This is an optimization exercise on Yosys and OpenROAD, whose aim is small area, a short achievable clock period and few clock cycles per item, not a production implementation. RTL that was checked went through simulation tests only; none was proved equivalent to the original. Power and IR drop assume default switching activity.

## ate1_pixel_unit
module ate1_pixel_unit (
    input  wire        clk,
    input  wire        rst,         
    input  wire        in_valid,
    output wire        in_ready,
    input  wire [3:0]  in_op,
    input  wire [63:0] in_d,
    input  wire [63:0] in_s,
    input  wire [16:0] in_t,
    output reg         out_valid,
    input  wire        out_ready,
    output reg  [63:0] out_p
);
    localparam OP_ADD      = 4'd0;
    localparam OP_SUB      = 4'd1;
    localparam OP_MULC     = 4'd2;
    localparam OP_MIN      = 4'd3;
    localparam OP_MAX      = 4'd4;
    localparam OP_SETALPHA = 4'd5;
    localparam OP_PREALPHA = 4'd6;
    localparam OP_OVER     = 4'd7;
    localparam OP_MULTIPLY = 4'd8;
    localparam OP_SCREEN   = 4'd9;
    localparam OP_DARKEN   = 4'd10;
    localparam OP_LIGHTEN  = 4'd11;
    localparam OP_LERP     = 4'd12;
    localparam OP_INIT32   = 4'd13;
    localparam OP_TLERP    = 4'd14;
    localparam OP_TSEL     = 4'd15;
    localparam CW = 28;
    localparam A_ONES = 0, A_DC = 1, A_NDC = 2, A_DA = 3, A_NDA = 4, A_S17 = 5,
               A_BYTE = 6, A_K = 7;                                   
    localparam B_SC = 8, B_SR = 9, B_SA = 10, B_NSA = 11, B_K = 12, B_NK = 13,
               B_AA = 14;                                
    localparam D_DC = 16, D_SC = 17, D_DCSC = 18, D_DA = 19, D_MIN = 20,
               D_MAX = 21, D_DCK = 15;                                
    localparam C_RND = 22, C_SUB = 23, C_ACC = 24, C_DL = 25, C_LIGHT = 26,
               C_WRAP = 27;                                           
    function [CW-1:0] decode;
        input [3:0] op;
        input [1:0] pass;
  ...
For scale: roughly 6800 cells after synthesis, ~220 I/O pins.
export LEC_CHECK = 0
export CAP_MARGIN = 20
export CORE_MARGIN = 2
export CORE_UTILIZATION = 45
export CTS_CLUSTER_DIAMETER = 200
export CTS_CLUSTER_SIZE = 20
export SLEW_MARGIN = 20
export SYNTH_HIERARCHICAL = 1
create_clock -name core_clock -period 16.0 [get_ports {clk}]
standard.sh (not shown) runs the stock make flow with config.mk's settings and CLKGATE_MAP_FILE= SYNTH_SCRIPT=/design/flow/synth_recipe.tcl, a recipe that flattens the netlist after the stock synthesis.
==> flow/flow/run.sh <==
#!/bin/bash
# Standard layout (bash standard.sh) with two changes to how it is made:
# - timing repair aims to leave flow/setup_margin ns of setup slack, so it
#   works towards a shorter period than the 16 ns clock (the SDC is unchanged);
# - the port buffers that buffer_ports inserts are buf_1 cells.
# The make output goes to flow_make.log; ORFS's own logs are under orfs/logs.
set -euo pipefail
export SETUP_SLACK_MARGIN=$(cat flow/setup_margin)
export BUFFER_PORTS_ARGS="-buffer_cell sky130_fd_sc_hd__buf_1"
bash standard.sh > flow_make.log 2>&1
==> flow/flow/setup_margin <==
10.8
Rerun with:
==> flow/flow/setup_margin (replaced) <==
10.9
The changed run produced a clean layout; critical path depth rose by 14; synthesized cell count does not change; via count rose slightly; combinational power hardly moves; setup slack is worse by 73 ps; wire length fell slightly; maximum frequency fell slightly; sequential power barely changes.
No run of this note included a check of the RTL's function; only the layout flow was run.

* * *

run 1:
Another version of the RTL of ate1_pixel_unit (not shown whole).
Size: roughly 6800 cells after synthesis, about 770 flip-flops.
Design ate1_pixel_unit, start of the top module:
module ate1_pixel_unit (
    input  wire        clk,
    input  wire        rst,         
    input  wire        in_valid,
    output wire        in_ready,
    input  wire [3:0]  in_op,
    input  wire [63:0] in_d,
    input  wire [63:0] in_s,
    input  wire [16:0] in_t,
    output reg         out_valid,
    input  wire        out_ready,
    output reg  [63:0] out_p
);
Settings: LEC_CHECK=0, CAP_MARGIN=20, CORE_MARGIN=2, CORE_UTILIZATION=45, CTS_CLUSTER_DIAMETER=200, CTS_CLUSTER_SIZE=20, SLEW_MARGIN=20, SYNTH_HIERARCHICAL=1; clock period 16.0 ns.
==> flow/flow/setup_margin <==
10.7
Scripts as last shown in full above: flow/flow/run.sh
Testbench counts of run 1, summed over its fixed seeds: cycles 42,153, items 32,000.
Changes in run 2 relative to run 1:
Settings: swapping 45 for 35 in CORE_UTILIZATION.
--- a/flow/flow/run.sh
+++ b/flow/flow/run.sh
@@ -4,3 +4,3 @@
 #   works towards a shorter period than the 16 ns clock (the SDC is unchanged);
-# - the port buffers that buffer_ports inserts are buf_1 cells.
+# - the port buffers that buffer_ports inserts are buf_2 cells.
 # The make output goes to flow_make.log; ORFS's own logs are under orfs/logs.
@@ -8,3 +8,3 @@
 export SETUP_SLACK_MARGIN=$(cat flow/setup_margin)
-export BUFFER_PORTS_ARGS="-buffer_cell sky130_fd_sc_hd__buf_1"
+export BUFFER_PORTS_ARGS="-buffer_cell sky130_fd_sc_hd__buf_2"
 bash standard.sh > flow_make.log 2>&1
==> flow/flow/setup_margin <==
10.5
[summary]
No stage failed in run 2, and the final checks on the layout all came back clean. Relative to run 1, relative contribution of the clock network to total power has increased by 0.2 points in run 2. Period utilization on run 2 is up relative to run 1. On worst path required time, the lower figure sits with run 1, not run 2. [compare] base=run 1 new=run 2: maximum frequency shows a reduction of 2.5%, area growth from synthesis to final layout shows an increase of 0.86 points, share of the core filled with cells shows a reduction of 11 points, number of DRC markers after the initial detailed-route iteration shows an increase of 270.
> inputs changed (run 2 -> run 3)
Settings: swapping 35 for 55 in CORE_UTILIZATION.
--- a/flow/flow/run.sh
+++ b/flow/flow/run.sh
@@ -4,3 +4,3 @@
 #   works towards a shorter period than the 16 ns clock (the SDC is unchanged);
-# - the port buffers that buffer_ports inserts are buf_2 cells.
+# - the port buffers that buffer_ports inserts are buf_1 cells.
 # The make output goes to flow_make.log; ORFS's own logs are under orfs/logs.
@@ -8,3 +8,3 @@
 export SETUP_SLACK_MARGIN=$(cat flow/setup_margin)
-export BUFFER_PORTS_ARGS="-buffer_cell sky130_fd_sc_hd__buf_2"
+export BUFFER_PORTS_ARGS="-buffer_cell sky130_fd_sc_hd__buf_1"
 bash standard.sh > flow_make.log 2>&1
==> flow/flow/setup_margin <==
10.7
==> comparison <==
- Status | run 3 and run 2 | clean
- First-pass GRT wire length: run 3 vs run 2 down 2.7%
- Worst hold slack after final layout essentially unchanged between run 3 and run 2.
- Global routing met2 resource utilization up 16 points in run 3 wrt run 2
- Detailed route, run 3 vs run 2: via total higher for run 3
- The overall global routing resource usage in run 3 sits 11 points above the value recorded for run 2.
- Last element of the critical path: ir_s[31] -> run 3, p1_c[17] -> run 2
- For number of cells in the finished layout apart from fillers, dividing the value from run 2 by the value from run 3 gives 1.10.
- For the sequential cell area share, run 3 came in 0.17 points higher than run 2 did.
Here is what was changed in the inputs of run 4 compared with run 3.
Settings: CORE_UTILIZATION: 55 -> 45; TNS_END_PERCENT: unset -> 50; GPL_ROUTABILITY_DRIVEN: unset -> 0.
==> flow/flow/setup_margin <==
11.0
Notes after the runs:
- Minimum clock period delta (run 4 − run 3): unfavourable
- Looking at total global routing track utilization across run 4 and run 3, the one that comes out lower is run 4.
- Number of DRC violations after detailed-routing iteration 0: higher on run 4
- Compared with run 3, in run 4 worst vdd rail ir drop decreased 18%, critical path depth moved up, worst setup slack -0.028 ns.
- Internal power of the cells: run 4 vs run 3 up about 4%
- Run 4 vs. run 3: area added between synthesis and finish went up, fraction of the cycle the final worst path needs went up.
- Run 3 reports its capture point of the worst path as ir_s[31] while run 4 reports p2_h[1].
- Run 4 and run 3 ended up with nearly the same share of final layout cell area taken by clock buffers and inverters.
- Run 4 vs. run 3: sum of internal, switching and leakage power went up by 4.0%.

-- afterwards: timing with drivers on the ports --
The results above use ideal ports. As a check the final layouts listed here were re-extracted and re-timed, cells and wires unchanged.
Step 1 assumes that a clkbuf_16 drives the clock port and a buf_2 every other input.
Step 2 adds t to the input delays and takes it off the output delays; t is the mean of the earliest and latest rising clock arrival at the registers after step 1. Input paths then give back, and output paths get back, about the clock's delay inside the block.
Slacks: ideal / step 1 / step 2; pairs: ideal / step 1.
run | t (ns) | slack for setup (ns) | worst slew at a driven data input, ns
the first run of note 1 | 0.748 | 10.825 / 10.825 / 10.152 | 0.23
the second run of note 1 | 0.764 | 10.752 / 10.752 / 10.227 | 0.24
run 1 | 0.750 | 10.758 / 10.673 / 10.029 | 0.28
run 2 | 0.758 | 10.622 / 10.608 / 9.944 | 0.36
run 3 | 0.743 | 10.799 / 10.737 / 9.994 | 0.20
run 4 | 0.752 | 10.771 / 10.771 / 10.133 | 0.30
After both steps every run listed still meets setup and hold. The setup slack of run 3, which loses most, moves by -0.062 ns with the drivers and by -0.805 ns with both steps.
